From an optimization exercise on the open Yosys and OpenROAD flow, aimed at small area, a short achievable clock period and few clock cycles; shortcuts taken in it are not production practice.
In this exercise RTL edits were held to simulation tests only and were not proved equivalent to the original.
Power is estimated from default activity; no workload was simulated.

$ cat flow/config.mk
export PLATFORM = sky130hd
export DESIGN_NAME = rzx50_scaler
export DESIGN_NICKNAME = rzx50_scaler
export VERILOG_FILES = /design/flow/design.v
export SDC_FILE = /design/flow/constraint.sdc
export NUM_CORES = 4
export LEC_CHECK = 0
export CAP_MARGIN = 20
export CORE_MARGIN = 2
export CORE_UTILIZATION = 40
export PLACE_DENSITY = 0.6
export SLEW_MARGIN = 20
$ cat flow/constraint.sdc
create_clock -name core_clock -period 6.0 [get_ports {clk}]
set_input_delay 1.2000 -clock core_clock [delete_from_list [all_inputs] [get_ports {clk}]]
set_output_delay 1.2000 -clock core_clock [all_outputs]
set_load 0.01 [all_outputs]
$ cat flow/design.v
module rzx50_scaler (
    input  wire        clk,
    input  wire        rst,
    input  wire        start,
    input  wire [1:0]  geom,        
    input  wire        scale_en,
    input  wire [31:0] src_base,
    input  wire [31:0] dst_base,
    input  wire [7:0]  topskip,
    input  wire [8:0]  vinc,
    input  wire [2:0]  thr,
    output wire        busy,
    output wire        rd_req_valid,
    input  wire        rd_req_ready,
    output wire [31:0] rd_addr,
    input  wire        rd_resp_valid,
    input  wire [31:0] rd_resp_data,
    output wire        wr_valid,
    input  wire        wr_ready,
    output wire [31:0] wr_addr,
    output wire [31:0] wr_data
);
    localparam [1:0] ROUTE_NATIVE = 2'd0;
    localparam [1:0] ROUTE_H54    = 2'd1;
    localparam [1:0] ROUTE_H32    = 2'd2;
    localparam [31:0] EVEN32 = 32'hF7DEF7DE;
    localparam [31:0] SRC_PITCH = 32'd640;
    localparam [2:0] S_IDLE    = 3'd0;
    localparam [2:0] S_LINE    = 3'd1;
    localparam [2:0] S_RD_REQ  = 3'd2;
    localparam [2:0] S_RD_WAIT = 3'd3;
    localparam [2:0] S_WR      = 3'd4;
    localparam [2:0] S_STEP    = 3'd5;
    function [31:0] average;
        input [31:0] z;
        input [31:0] x;
        begin
            average = ((z & EVEN32) >> 1) + ((x & EVEN32) >> 1);
        end
    endfunction
    function [31:0] averagehi;
        input [31:0] w;
        begin
            averagehi = ((w & 32'hF7DE0000) >> 1) + ((w & 32'h0000F7DE) << 15);
        end
    endfunction
    function [31:0] averagelo;
        input [31:0] w;
        begin
            averagelo = ((w & 32'h0000F7DE) >> 1) + ((w & 32'hF7DE0000) >> 17);
        end
    endfunction
    reg  [2:0]  state;
    reg  [1:0]  route;
    reg  [31:0] r_src_base;
    reg  [7:0]  r_topskip;
    reg  [8:0]  r_vinc;
    reg  [8:0]  r_dh;         
    reg  [8:0]  r_midh;       
    reg  [9:0]  r_pitch;      
    wire        cmd_scaled = scale_en && (geom != 2'd0);
    wire [1:0]  cmd_route  = !cmd_scaled ? ROUTE_NATIVE :
                             (geom == 2'd1) ? ROUTE_H54 : ROUTE_H32;
    wire [8:0]  cmd_dh     = (cmd_route == ROUTE_H32) ? 9'd272 : 9'd240;
    wire [11:0] cmd_dh_thr = cmd_dh * thr;
    wire [9:0]  cmd_pitch  = (geom == 2'd2) ? 10'd960 :
                             (geom == 2'd1) ? 10'd800 : 10'd640;
    reg  [8:0]  e_acc;        
    reg  [8:0]  src_dh;       
    reg  [8:0]  y;            
    reg         blend;        
    reg  [31:0] src_line_addr;
    reg  [31:0] dst_line_addr;
    reg  [7:0]  k;            
    reg  [1:0]  wi;           
    reg         second;       
    reg  [2:0]  oi;           
    reg  [7:0]  dcol;         
    reg  [31:0] w0, w1, w2, w3;
    wire [2:0]  group_words = (route == ROUTE_H54) ? 3'd4 :
                              (route == ROUTE_H32) ? 3'd2 : 3'd1;
    wire [2:0]  group_outs  = (route == ROUTE_H54) ? 3'd5 :
                              (route == ROUTE_H32) ? 3'd3 : 3'd1;
    wire [8:0]  line_words  = (route == ROUTE_H54) ? 9'd200 :
                              (route == ROUTE_H32) ? 9'd240 : 9'd160;
    wire [9:0]  e_next   = {1'b0, e_acc} + {1'b0, r_vinc};
    wire [8:0]  cur_line = (route == ROUTE_NATIVE) ? y : ({1'b0, r_topskip} + src_dh);
    assign rd_req_valid = (state == S_RD_REQ);
    assign rd_addr      = src_line_addr + (second ? SRC_PITCH : 32'd0) + {22'd0, k, 2'b00};
    wire [31:0] first_word  = (route == ROUTE_NATIVE) ? rd_resp_data : (rd_resp_data & EVEN32);
    reg  [31:0] cur_w;
    always @(*) begin
        case (wi)
            2'd0:    cur_w = w0;
            2'd1:    cur_w = w1;
            2'd2:    cur_w = w2;
            default: cur_w = w3;
        endcase
    end
    wire [31:0] blend_word = average(cur_w, rd_resp_data) & EVEN32;
    wire [31:0] new_word   = second ? blend_word : first_word;
    reg  [31:0] out_word;
    always @(*) begin
        out_word = w0;
        if (route == ROUTE_H54) begin
            case (oi)
                3'd0:    out_word = w0;
                3'd1:    out_word = (w0 >> 17) + ((w1 & 32'h0000FFFF) >> 1) + (w1 << 16);
                3'd2:    out_word = (w1 >> 16) + (w2 << 16);
                3'd3:    out_word = (w2 >> 16) + ((w2 & 32'hFFFF0000) >> 1) + ((w3 & 32'h0000FFFF) << 15);
                default: out_word = w3;
            endcase
        end else if (route == ROUTE_H32) begin
            case (oi)
                3'd0:    out_word = (w0 & 32'h0000FFFF) + averagehi(w0);
                3'd1:    out_word = (w0 >> 16) + ((w1 & 32'h0000FFFF) << 16);
                default: out_word = (w1 & 32'hFFFF0000) + averagelo(w1);
            endcase
        end
    end
    assign wr_valid = (state == S_WR);
    assign wr_addr  = dst_line_addr + {22'd0, dcol, 2'b00};
    assign wr_data  = out_word;
    assign busy     = (state != S_IDLE);
    always @(posedge clk) begin
        if (rst) begin
            state         <= S_IDLE;
            route         <= ROUTE_NATIVE;
            r_src_base    <= 32'd0;
            r_topskip     <= 8'd0;
            r_vinc        <= 9'd0;
            r_dh          <= 9'd0;
            r_midh        <= 9'd0;
            r_pitch       <= 10'd0;
            e_acc         <= 9'd0;
            src_dh        <= 9'd0;
            y             <= 9'd0;
            blend         <= 1'b0;
            src_line_addr <= 32'd0;
            dst_line_addr <= 32'd0;
            k             <= 8'd0;
            wi            <= 2'd0;
            second        <= 1'b0;
            oi            <= 3'd0;
            dcol          <= 8'd0;
            w0            <= 32'd0;
            w1            <= 32'd0;
            w2            <= 32'd0;
            w3            <= 32'd0;
        end else begin
            case (state)
                S_IDLE: begin
                    if (start) begin
                        route         <= cmd_route;
                        r_src_base    <= src_base;
                        r_topskip     <= topskip;
                        r_vinc        <= vinc;
                        r_dh          <= cmd_dh;
                        r_midh        <= cmd_dh_thr[10:2];
                        r_pitch       <= cmd_pitch;
                        dst_line_addr <= dst_base;
                        e_acc         <= 9'd0;
                        src_dh        <= 9'd0;
                        y             <= 9'd0;
                        state         <= S_LINE;
                    end
                end
                S_LINE: begin
                    src_line_addr <= r_src_base + cur_line * SRC_PITCH;
                    blend         <= (route != ROUTE_NATIVE) && (e_acc >= r_midh);
                    k             <= 8'd0;
                    wi            <= 2'd0;
                    second        <= 1'b0;
                    dcol          <= 8'd0;
                    state         <= S_RD_REQ;
                end
                S_RD_REQ: begin
                    if (rd_req_ready)
                        state <= S_RD_WAIT;
                end
                S_RD_WAIT: begin
                    if (rd_resp_valid) begin
                        case (wi)
                            2'd0:    w0 <= new_word;
                            2'd1:    w1 <= new_word;
                            2'd2:    w2 <= new_word;
                            default: w3 <= new_word;
                        endcase
                        if (blend && !second) begin
                            second <= 1'b1;
                            state  <= S_RD_REQ;
                        end else begin
                            second <= 1'b0;
                            k      <= k + 8'd1;
                            if ({1'b0, wi} == group_words - 3'd1) begin
                                wi    <= 2'd0;
                                oi    <= 3'd0;
                                state <= S_WR;
                            end else begin
                                wi    <= wi + 2'd1;
                                state <= S_RD_REQ;
                            end
                        end
                    end
                end
                S_WR: begin
                    if (wr_ready) begin
                        dcol <= dcol + 8'd1;
                        if (oi == group_outs - 3'd1) begin
                            if ({1'b0, dcol} == line_words - 9'd1)
                                state <= S_STEP;
                            else
                                state <= S_RD_REQ;
                        end else begin
                            oi <= oi + 3'd1;
                        end
                    end
                end
                S_STEP: begin
                    dst_line_addr <= dst_line_addr + {22'd0, r_pitch};
                    y             <= y + 9'd1;
                    if (e_next >= {1'b0, r_dh}) begin
                        e_acc  <= e_next[8:0] - r_dh;
                        src_dh <= src_dh + 9'd1;
                    end else begin
                        e_acc  <= e_next[8:0];
                    end
                    if (y == r_dh - 9'd1)
                        state <= S_IDLE;
                    else
                        state <= S_LINE;
                end
                default: state <= S_IDLE;
            endcase
        end
    end
endmodule
$ cat flow/run.sh
#!/bin/bash
# synth_recipe.tcl (not shown) runs the flow's synth.tcl, then flattens the netlist and writes it again
# the make line also repeats each setting of config.mk as NAME=value (left out here)
make -C /OpenROAD-flow-scripts/flow DESIGN_CONFIG=/design/flow/config.mk WORK_HOME=/design/flow/orfs CLKGATE_MAP_FILE= SYNTH_SCRIPT=/design/flow/synth_recipe.tcl finish
==> summary.txt <==
yosys synthesis warning count - 1
Netlist cell types - 77
register area share after synthesis - 27.4%
max_slew headroom - 28.7%
clk_skew - 0.0190 ns
Synthesized Nets - 3246
Period Utilization, post-route - 90.8%
H-tree depth - 2
critical path type - reg -> reg
Die Area - 0.0583 mm^2
Final ANT Viol Nets - 0
via/cell ratio - 5.87
CTS Hold Bufs - 0
Die Y - 241 um
status - timing/DRC/antenna clean
Worst Tran Pin Value - 1.07 ns
vias - 22300
RSZ-0062 raised after global routing - false
Synth Cell Area - 0.0225 mm^2
DR DRC count - 0
synthesis-stage register bit count - 309
Required @ worst endpoint - 6.52 ns
syn_area_per_cell - 7.79 um^2
hold_sp - r_midh[6]$_SDFFE_PP0P_
DR pass1 iterations - 7
Die X - 241 um
total routed wirelength - 78000 um
hpwl dp - 57000 um
Top Ports - 224
Pwr per Cell Area - 238 mW/mm^2
Post-Synthesis Cells - 2895
global-route wire length before repair - 121000 um
CP Max Fanout - 8
share of the synthesized area in the top cell type - 27.4%
area leader, netlist - dfxtp_1
initial antenna violation count - 1
CTS tree - done
post-layout min period - 5.45 ns
Reg clk slew, reported paths - 0.06 ns
grt ovf - 0
hold depth - 2
Clock Path Buffers - 3
setup bufs post-CTS - 0
EDFF count, synth - 0
clock sinks - 309
Fill cells - 5522
Critical Path End Type - flip-flop
pins over their slew limit - 0
Starting Density - 40.2%
PortBufs - 223
Total GRT Usage - 26.3%
Root Buffer - clkbuf_16
Worst Hold Path EP - r_midh[6]$_SDFFE_PP0P_
reg2reg end - src_line_addr[19]$_SDFFE_PP0P_
final setup TNS - 0 ns
core box area - 0.0561 mm^2
max-cap violations - 0
ys async rst share - 0%
Final Hold Viols - 0
wire per inst - 20.6 um
# resized after CTS - 0
# setup viols final - 0
worst skew pair latency - 0.58 ns
Final Util - 47.5%
vias in the first global route - 21800
r2r setup slk - 0.55 ns
initial DRC count - 2107
most common flop cell mapped by yosys - dfxtp_1
RePlAce Congestion - 0.967
layout cells sized above 1 - 4.78%
Max rail drop VDD - 0.192 mV
R2R cell count - 22
largest net degree at the start of global routing - 115
total CTS buffers - 37
top cells by area in the synthesized netlist - dfxtp_1, ha_1, nand2_1
Reg-to-Reg Start - src_dh[0]$_SDFFE_PP0P_
leakage - 10.4 nW
Worst EP arrival - 5.97 ns
num rows - 87
Fmax - 184 MHz
most common cell after layout, fill and taps aside - nand2_1
fin nets - 3358
Area Growth Syn to Fin - 18.1%
most frequent cells in the layout - nand2_1, dfxtp_1, a21oi_1, nor2_1, clkdlybuf4s50_1
CP Launch Type - flip-flop
HP Class - reg -> reg
cells by family after synthesis:
| group | count (synthesis) | share of synthesized area [%] |
|---|---|---|
| XOR/XNOR | 155 | 6.02 |
| adder cells (fa/ha/maj) | 226 | 13.5 |
| buffers and inverters | 273 | 4.74 |
| flip-flops | 309 | 27.4 |
| AND/OR/NAND/NOR | 1011 | 20.2 |
| AO/OA/AOI/OAI | 855 | 25.0 |
| multiplexers | 66 | 3.00 |
state kept, by name, indices dropped and copies added, names as in the netlist, 4 cells and up:
name / count
r_midh: 7
w0: 32
dcol: 8
dst_line_addr: 32
r_vinc: 9
r_pitch: 4
r_topskip: 8
w2: 32
w3: 32
k: 8
src_dh: 9
r_src_base: 32
e_acc: 9
w1: 32
src_line_addr: 32
y: 9
metal layers:
layer / up-vias / share of wire [%] / track usage, %
met5: - / 0 / 0
met4: 0 / 5.4 / 14.3
met3: 182 / 4.8 / 2.79
met2: 751 / 48 / 45.8
met1: 10600 / 41 / 31.7
li1: 10700 / - / -
synthesized netlist by cell type, types with 45 or more instances:
cell type  number
o211ai_1       45
dfxtp_1       309
mux2i_1        53
nor3_1         47
ha_1          197
o21ai_0       116
inv_1          92
xor2_1         72
clkbuf_1      147
xnor2_1        83
nand3_1        78
a21oi_1       289
nor2_1        232
a31oi_1        45
a211oi_1       75
nand2_1       444
report_power, final:
part	switching (mW)	total (mW)	internal (mW)
clock network	0.984	2.51	1.53
registers	0.158	2.34	2.18
logic	0.859	1.48	0.621
through the flow:
stage	cells	hold WS [ns]	power, mW	area, um^2	setup slack, ns
final	3793	0.452	6.33	26600	0.553
after global routing	3793	0.478	6.63	26600	0.0681
after CTS	3792	0.454	6.38	26600	0.605
after detailed placement	3724	0.447	3.86	25300	0.647
after global placement	3724	0.442	3.84	25300	0.789
after floorplan	2895	0.432	3.28	22500	0.974
critical path, stage by stage, from the launching register on:
cell      delay (ns)
dfxtp_1         0.35
ha_1            0.22
fa_1            0.41
a21oi_1         0.24
o21ai_0         0.14
xnor2_1         0.13
o21ai_0         0.43
xnor2_1         0.20
fa_1            0.48
nor2b_1         0.13
o21ai_0         0.10
a21boi_0        0.23
o21ai_0         0.14
a21boi_0        0.30
o21a_1          0.16
ha_1            0.28
a21o_1          0.21
or2_2           0.26
a221oi_1        0.24
buf_4           0.22
nor2_1          0.07
nor4b_1         0.31
a211o_1         0.15
cell type report:
class | count | area (um^2) | area share [%]
inverters | 93 | 349 | 1.31
clock buffers | 52 | 1080 | 4.07
diodes | 1 | 2.50 | 0.00940
repair buffers | 253 | 2460 | 9.25
well taps | 756 | 946 | 3.55
flip-flops and latches | 309 | 6190 | 23.2
clock inverters | 16 | 264 | 0.991
multi-input cells | 2313 | 15300 | 57.6
how the worst max path moves through the flow:
stage | cells past startpoint | from | slack, ns | endpoint
after detailed placement | 22 | src_dh[0]$_SDFFE_PP0P_ | 0.65 | src_line_addr[29]$_SDFFE_PP0P_
final | 22 | src_dh[0]$_SDFFE_PP0P_ | 0.55 | src_line_addr[19]$_SDFFE_PP0P_
after global routing | 22 | src_dh[0]$_SDFFE_PP0P_ | 0.07 | src_line_addr[19]$_SDFFE_PP0P_
after global placement | 22 | src_dh[0]$_SDFFE_PP0P_ | 0.79 | src_line_addr[25]$_SDFFE_PP0P_
after floorplan | 21 | src_dh[0]$_SDFFE_PP0P_ | 0.97 | src_line_addr[21]$_SDFFE_PP0P_
after CTS | 22 | src_dh[0]$_SDFFE_PP0P_ | 0.60 | src_line_addr[19]$_SDFFE_PP0P_
Testbench counts, summed over its fixed seeds: cycles 5,194,295.

separate check: timing with driven ports:
Ports are ideal in the flow. The routed layout listed here was re-timed in OpenROAD. Step 1, drivers: a clkbuf_16 drives clk and a buf_2 each remaining input, both assumed. Step 2, shift: input delay + t, output delay - t, t = (earliest + latest rising clock arrival at the registers) / 2. This alone moves slack from input paths to output paths. a / b / c = no drivers / after step 1 / after step 2; a / b = the first two.
t, ns: 0.629
setup slack, ns: 0.553 / 0.553 / 0.553
hold WS [ns]: 0.452 / 0.452 / 0.452
worst data-port slew with drivers (ns): 0.07
pins driven straight from the clock port: 1
After both steps this run still meets setup and hold. For this run, drivers alone change the setup slack by 0.000 ns; drivers and shift together by 0.000 ns.
